What follows belongs to an exercise in optimizing a design on an open flow for small area, a short achievable clock period and few clock cycles per item; a production flow would make more cautious choices.
Function was checked by simulation only, so behaviour that the tests miss may differ from the original.

==> 02-09: inputs <==
## npnz_engine
module npnz_engine (
    input             clk,
    input             rst,           
    input             cmd_valid,
    output            cmd_ready,
    input      [31:0] cmd_data,
    output            rsp_valid,
    output     [31:0] rsp_data,
    output            mem_req,
    output            mem_we,
    output     [15:0] mem_addr,
    output     [15:0] mem_wdata,
    input             mem_ack,
    input      [15:0] mem_rdata
);
    localparam [3:0] OP_NOP    = 4'h0;
    localparam [3:0] OP_EVAL   = 4'h1;
    localparam [3:0] OP_EVALF  = 4'h2;
    localparam [3:0] OP_RSTH   = 4'h3;
    localparam [3:0] OP_CONFIG = 4'h4;
    localparam [3:0] OP_RDREG  = 4'h5;
    localparam [3:0] OP_WRREG  = 4'h6;
    localparam [3:0] RC_OK       = 4'd0;
    localparam [3:0] RC_ILLEGAL  = 4'd1;
    localparam [3:0] RC_ADDR     = 4'd2;
    localparam [3:0] RC_ACCESS   = 4'd3;
    localparam [3:0] RC_NOTCFG   = 4'd4;
    localparam [3:0] RC_CFGLEN   = 4'd5;
    localparam [3:0] RC_CFGBOUND = 4'd6;
    localparam [3:0] S_IDLE = 4'd0;
    localparam [3:0] S_E0W  = 4'd1;    
    localparam [3:0] S_K1   = 4'd2;
    localparam [3:0] S_K2   = 4'd3;
    localparam [3:0] S_K3   = 4'd4;
    localparam [3:0] S_K4   = 4'd5;
    localparam [3:0] S_K5   = 4'd6;    
    localparam [3:0] S_DIS  = 4'd7;    
    localparam [3:0] S_CFG  = 4'd8;
    localparam [3:0] S_P0   = 4'd9;
    localparam [3:0] S_P1   = 4'd10;
    localparam [3:0] S_P2   = 4'd11;
    localparam [3:0] S_RSP  = 4'd12;   
    localparam [3:0] S_RRD  = 4'd13;   
    localparam [1:0] RD_SMP = 2'd0;    
    localparam [1:0] RD_ALO = 2'd1;    
  ...
clock: 13.0 ns
lec_check: 0
cap_margin: 20
core_margin: 2
core_utilization: 60
min_routing_layer: met1
place_density: 0.75
setup_slack_margin: 5
slew_margin: 20
synth_hierarchical: 1
synth_minimum_keep_size: 0
run.sh (not shown) runs the stock make flow with config.mk's settings and CLKGATE_MAP_FILE= SYNTH_SCRIPT=/design/flow/synth_recipe.tcl, a recipe that flattens the netlist after the stock synthesis.
==> 10-18: changes against 02-09 <==
--- a/flow/config.mk
+++ b/flow/config.mk
@@ -10,2 +10,4 @@
 export CORE_UTILIZATION = 60
+export CTS_CLUSTER_DIAMETER = 70
+export CTS_CLUSTER_SIZE = 24
 export MIN_ROUTING_LAYER = met1
==> run notes <==
quantity	10-18	02-09
Run status	finished clean	finished clean
Worst clock skew on the final layout	0.0456 ns	0.0411 ns
Wire length per cell	34.6 um	34.7 um
Fraction of area in multi-input gates	58.5%	57.7%
Met3 WL	43.8 mm	44.0 mm
Total via count after detailed routing	53100	53400
Global Route met2 Usage	66.9%	67.4%
Global routing met3 resource utilization	21.6%	21.6%
GRT Overall Usage	48.5%	48.9%
Clock slew at the register clock pins of the worst setup and hold paths	0.09 ns	0.06 ns
Max incr delay on CP	0.87 ns	0.85 ns
Detailed-route wire length on metal 1	85.9 mm	86.5 mm
Fill cells	7549	7433
Initial DRC Count	9847	9785
Fin worst setup slack	4.97 ns	5.00 ns
Origin of the critical flop-to-flop path	op_t2$_DFF_P_	preshift[14]$_DFFE_PP_
Total Wirelength	245 mm	247 mm
Clock network share of area	2.95%	4.15%
Multi-input gate area	0.0367 sq mm	0.0367 sq mm
Hold Slack	0.474 ns	0.469 ns
Testbench counts of 02-09, summed over its fixed seeds: cycles 19,624, items 3,352.
Testbench counts of 10-18, summed over its fixed seeds: cycles 19,624, items 3,352.


==> inputs of run K <==
npnz_engine, a different RTL version from the one above (not shown whole).
## npnz_engine
module npnz_engine (
    input             clk,
    input             rst,           
    input             cmd_valid,
    output            cmd_ready,
    input      [31:0] cmd_data,
    output            rsp_valid,
    output     [31:0] rsp_data,
    output            mem_req,
    output            mem_we,
    output     [15:0] mem_addr,
    output     [15:0] mem_wdata,
    input             mem_ack,
    input      [15:0] mem_rdata
);
Settings: LEC_CHECK=0, CAP_MARGIN=20, CORE_MARGIN=2, CORE_UTILIZATION=60, CTS_BUF_LIST=sky130_fd_sc_hd__clkbuf_8 sky130_fd_sc_hd__clkbuf_16, CTS_CLUSTER_DIAMETER=80, CTS_CLUSTER_SIZE=25, MIN_ROUTING_LAYER=met1, PLACE_DENSITY=0.75, SETUP_SLACK_MARGIN=5, SLEW_MARGIN=20, SYNTH_HIERARCHICAL=1, SYNTH_MINIMUM_KEEP_SIZE=0; clock period 13.0 ns.
==> run R: changes against run K <==
--- a/flow/design.v
+++ b/flow/design.v
@@ -138,16 +138,23 @@
     assign mem_req  = start_rd || st_wr || (state == S_E0W) || (state == S_CFG) ||
                       (state == S_K1 && fmode);
     assign mem_we   = st_wr;
     assign mem_addr = st_wr ? act_bind :
                       (state == S_CFG) ? smp :
                       sel_fb ? fb_bind : ref_bind;
     wire stall = !idle && mem_req && !mem_ack;
     wire cfg_len_bad = (idx == 5'd1) && (!len_ok0 || mem_rdata != 16'd3);
+    reg  [15:0] smp_carry;
+    integer     q;
+    always @* begin
+        smp_carry[0] = 1'b1;
+        for (q = 1; q < 16; q = q + 1)
+            smp_carry[q] = smp_carry[q-1] & smp[q-1];
+    end
     reg [3:0] nstate;
     reg       nfmode;
     always @* begin
         nstate = state;
         nfmode = fmode;
         if (rst) begin
             nstate = S_IDLE;
         end else if (!stall) begin
@@ -218,20 +225,20 @@
                      ({16{op_p2}}           & postscaler) |
                      ({16{op_t2u1}}         & hist_u1);
     wire [48:0] mc = ({49{op_acca}} & {t2[47], t2}) |
                      ({49{op_p1 || op_pb1}} & pb);
     wire [48:0] m_out;
     npnz_mac u_mac (.a(ma), .b(mb), .c(mc), .p(m_out));
     wire        nshb   = (state == S_K1 && !fmode) || (state == S_K2 && fmode);
     wire [15:0] ps_nx  = nshb ? postshift_b : postshift_a;
-    wire signed [17:0] r_full = $signed({2'b00, ps_nx}) - $signed({{2{preshift[15]}}, preshift});
+    wire [17:0] r_full = {2'b00, ps_nx} + {~{2{preshift[15]}}, ~preshift} + 18'd64;
     reg  [6:0] r_ns, r_s;
     always @(posedge clk) begin
-        r_ns <= (r_full < -18'sd63) ? 7'd0 : (r_full > 18'sd64) ? 7'd127 : r_full[6:0] + 7'd63;
+        r_ns <= r_full[17] ? 7'd0 : (r_full[16:7] != 10'd0) ? 7'd127 : r_full[6:0];
         r_s  <= 7'd48 + ((ps_nx[15:6] != 10'd0) ? 7'd63 : {1'b0, ps_nx[5:0]});
     end
     wire        acc_s  = mr[48];
     wire        p_neg  = preshift[15];
     wire        p_big  = !p_neg && (preshift[14:6] != 9'd0);      
     wire [5:0]  m_lo   = ~preshift[5:0];                          
     reg  [63:0] pmask;
     integer     k;
@@ -384,17 +391,17 @@
             S_E0W: if (fmode) smp <= mem_rdata;
             S_K5: begin
                 hist_u0 <= y_out;
                 hist_u1 <= hist_u0;
                 if (f_clamp) st_sat_clamp <= 1'b1;
                 if (!p2_ok) st_sat_acc <= 1'b1;
             end
             S_CFG: begin
-                smp <= smp + 16'd1;
+                smp <= smp ^ smp_carry;
                 idx <= idx + 5'd1;
                 case (idx)
                 5'd0: len_ok0 <= (mem_rdata == 16'd2);
                 5'd1: if (cfg_len_bad) begin
                     st_cfgerr <= 1'b1;
                     rcode     <= RC_CFGLEN;
                 end
                 5'd2, 5'd3, 5'd4: pb[47:0] <= {pb[31:0], mem_rdata};
==> flow/config.mk (replaced) <==
export PLATFORM = sky130hd
export DESIGN_NAME = npnz_engine
export DESIGN_NICKNAME = npnz_engine
export VERILOG_FILES = /design/flow/design.v
export SDC_FILE = /design/flow/constraint.sdc
export NUM_CORES = 8
export LEC_CHECK = 0
export CAP_MARGIN = 20
export CORE_MARGIN = 2
export CORE_UTILIZATION = 60
export MIN_ROUTING_LAYER = met1
export PLACE_DENSITY = 0.75
export SETUP_SLACK_MARGIN = 5
export SLEW_MARGIN = 20
export SYNTH_HIERARCHICAL = 1
export SYNTH_MINIMUM_KEEP_SIZE = 0
==> run Z: changes against run K <==
--- a/flow/design.v
+++ b/flow/design.v
@@ -138,16 +138,23 @@
     assign mem_req  = start_rd || st_wr || (state == S_E0W) || (state == S_CFG) ||
                       (state == S_K1 && fmode);
     assign mem_we   = st_wr;
     assign mem_addr = st_wr ? act_bind :
                       (state == S_CFG) ? smp :
                       sel_fb ? fb_bind : ref_bind;
     wire stall = !idle && mem_req && !mem_ack;
     wire cfg_len_bad = (idx == 5'd1) && (!len_ok0 || mem_rdata != 16'd3);
+    reg  [15:0] smp_carry;
+    integer     q;
+    always @* begin
+        smp_carry[0] = 1'b1;
+        for (q = 1; q < 16; q = q + 1)
+            smp_carry[q] = smp_carry[q-1] & smp[q-1];
+    end
     reg [3:0] nstate;
     reg       nfmode;
     always @* begin
         nstate = state;
         nfmode = fmode;
         if (rst) begin
             nstate = S_IDLE;
         end else if (!stall) begin
@@ -218,20 +225,20 @@
                      ({16{op_p2}}           & postscaler) |
                      ({16{op_t2u1}}         & hist_u1);
     wire [48:0] mc = ({49{op_acca}} & {t2[47], t2}) |
                      ({49{op_p1 || op_pb1}} & pb);
     wire [48:0] m_out;
     npnz_mac u_mac (.a(ma), .b(mb), .c(mc), .p(m_out));
     wire        nshb   = (state == S_K1 && !fmode) || (state == S_K2 && fmode);
     wire [15:0] ps_nx  = nshb ? postshift_b : postshift_a;
-    wire signed [17:0] r_full = $signed({2'b00, ps_nx}) - $signed({{2{preshift[15]}}, preshift});
+    wire [17:0] r_full = {2'b00, ps_nx} + {~{2{preshift[15]}}, ~preshift} + 18'd64;
     reg  [6:0] r_ns, r_s;
     always @(posedge clk) begin
-        r_ns <= (r_full < -18'sd63) ? 7'd0 : (r_full > 18'sd64) ? 7'd127 : r_full[6:0] + 7'd63;
+        r_ns <= r_full[17] ? 7'd0 : (r_full[16:7] != 10'd0) ? 7'd127 : r_full[6:0];
         r_s  <= 7'd48 + ((ps_nx[15:6] != 10'd0) ? 7'd63 : {1'b0, ps_nx[5:0]});
     end
     wire        acc_s  = mr[48];
     wire        p_neg  = preshift[15];
     wire        p_big  = !p_neg && (preshift[14:6] != 9'd0);      
     wire [5:0]  m_lo   = ~preshift[5:0];                          
     reg  [63:0] pmask;
     integer     k;
@@ -384,17 +391,17 @@
             S_E0W: if (fmode) smp <= mem_rdata;
             S_K5: begin
                 hist_u0 <= y_out;
                 hist_u1 <= hist_u0;
                 if (f_clamp) st_sat_clamp <= 1'b1;
                 if (!p2_ok) st_sat_acc <= 1'b1;
             end
             S_CFG: begin
-                smp <= smp + 16'd1;
+                smp <= smp ^ smp_carry;
                 idx <= idx + 5'd1;
                 case (idx)
                 5'd0: len_ok0 <= (mem_rdata == 16'd2);
                 5'd1: if (cfg_len_bad) begin
                     st_cfgerr <= 1'b1;
                     rcode     <= RC_CFGLEN;
                 end
                 5'd2, 5'd3, 5'd4: pb[47:0] <= {pb[31:0], mem_rdata};
==> flow/config.mk (replaced) <==
export PLATFORM = sky130hd
export DESIGN_NAME = npnz_engine
export DESIGN_NICKNAME = npnz_engine
export VERILOG_FILES = /design/flow/design.v
export SDC_FILE = /design/flow/constraint.sdc
export NUM_CORES = 8
export LEC_CHECK = 0
export CAP_MARGIN = 20
export CORE_MARGIN = 2
export CORE_UTILIZATION = 65
export MIN_ROUTING_LAYER = met1
export PLACE_DENSITY = 0.8
export SETUP_SLACK_MARGIN = 5
export SLEW_MARGIN = 20
export SYNTH_HIERARCHICAL = 1
export SYNTH_MINIMUM_KEEP_SIZE = 0
==> notes <==
- Run R completed with no timing, DRC or antenna violations. Run K completed without violations. Run Z passed the timing, DRC and antenna checks.
- The highest global-route usage belongs to run Z, the lowest to run R.
- Synthesized cell count is about the same in run R and run K.
- Die area: run Z is lower than run R (7.6%).
- Sequential share of layout area, lowest first: run K, run Z, run R.
- In run R the setup slack is higher than in run Z, by 170 ps.
- The lowest utilization belongs to run R, the highest to run Z.
- Clock skew: run R > run Z > run K.
==> figures <==
Relative max-transition margin: run K 21.8%; run Z 10.5%; run R 20.1%
Crit-path max cell delay: run K 590 ps; run Z 730 ps; run R 740 ps
Die Width: run K 315 um; run Z 303 um; run R 316 um
Vertical die dimension: run K 315 um; run Z 303 um; run R 316 um
Multi-input logic portion of the cell area: run K 59.4%; run Z 58.8%; run R 58.9%
Sequential element share of the synthesized area: run K 32.2%; run Z 32.1%; run R 32.1%
Crit path to: run K mr[23]; run Z pb[37]; run R rsp_data[8]
Critical Path Fanout Max: run K 7; run Z 26; run R 16
TritonCTS buffer count: run K 43; run Z 75; run R 76
Post-placement cell area: run K 61200 um2; run Z 61100 um2; run R 61200 um2
Number of global-route vias before repair: run K 50200; run Z 52500; run R 50000
Most used cell along the critical path: run K sky130_fd_sc_hd__buf_6; run Z sky130_fd_sc_hd__fa_1; run R -
Met1 Usage GRT: run K 64.2%; run Z 67.4%; run R 63.3%
Result of the run: run K finished clean; run Z finished clean; run R finished clean
Placer congestion estimate: run K 1.04; run Z 1.12; run R 1.11
Final worst setup slack: run K 4840 ps; run Z 4830 ps; run R 5000 ps
Global-route wire length before repair: run K 355000 um; run Z 364000 um; run R 355000 um
Testbench counts of run K, summed over its fixed seeds: cycles 19,624, items 3,352.
Testbench counts of run R, summed over its fixed seeds: cycles 19,624, items 3,352.
Testbench counts of run Z, summed over its fixed seeds: cycles 19,624, items 3,352.

[separate check: timing with driven ports]
How much do the figures lean on ideal ports? The routed layouts below were timed once more, with nothing changed but the port constraints.
Step 1 sets driving cells, clkbuf_16 on the clock port and buf_2 on the other inputs (assumed; they add their load-dependent delay and slew).
Step 2, shift: input delay + t, output delay - t, t = (earliest + latest rising clock arrival at the registers) / 2. This alone moves slack from input paths to output paths.
Three values: ideal ports, drivers, drivers and shift; two values: the first two.
run	t, ns	setup WS [ns]	hold slack, ns	pins driven straight from the clock port
02-09	0.752	5.000 / 4.923 / 4.377	0.469 / 0.469 / 0.469	1
10-18	0.766	4.966 / 4.886 / 4.455	0.474 / 0.474 / 0.474	1
run K	0.758	4.838 / 4.838 / 4.688	0.468 / 0.468 / 0.468	1
run R	0.758	5.000 / 4.921 / 4.459	0.459 / 0.459 / 0.459	1
run Z	0.758	4.833 / 4.833 / 4.380	0.471 / 0.471 / 0.471	1
After both steps every run listed still meets setup and hold. The setup slack of 02-09, which loses most, moves by -0.077 ns with the drivers and by -0.623 ns with both steps.
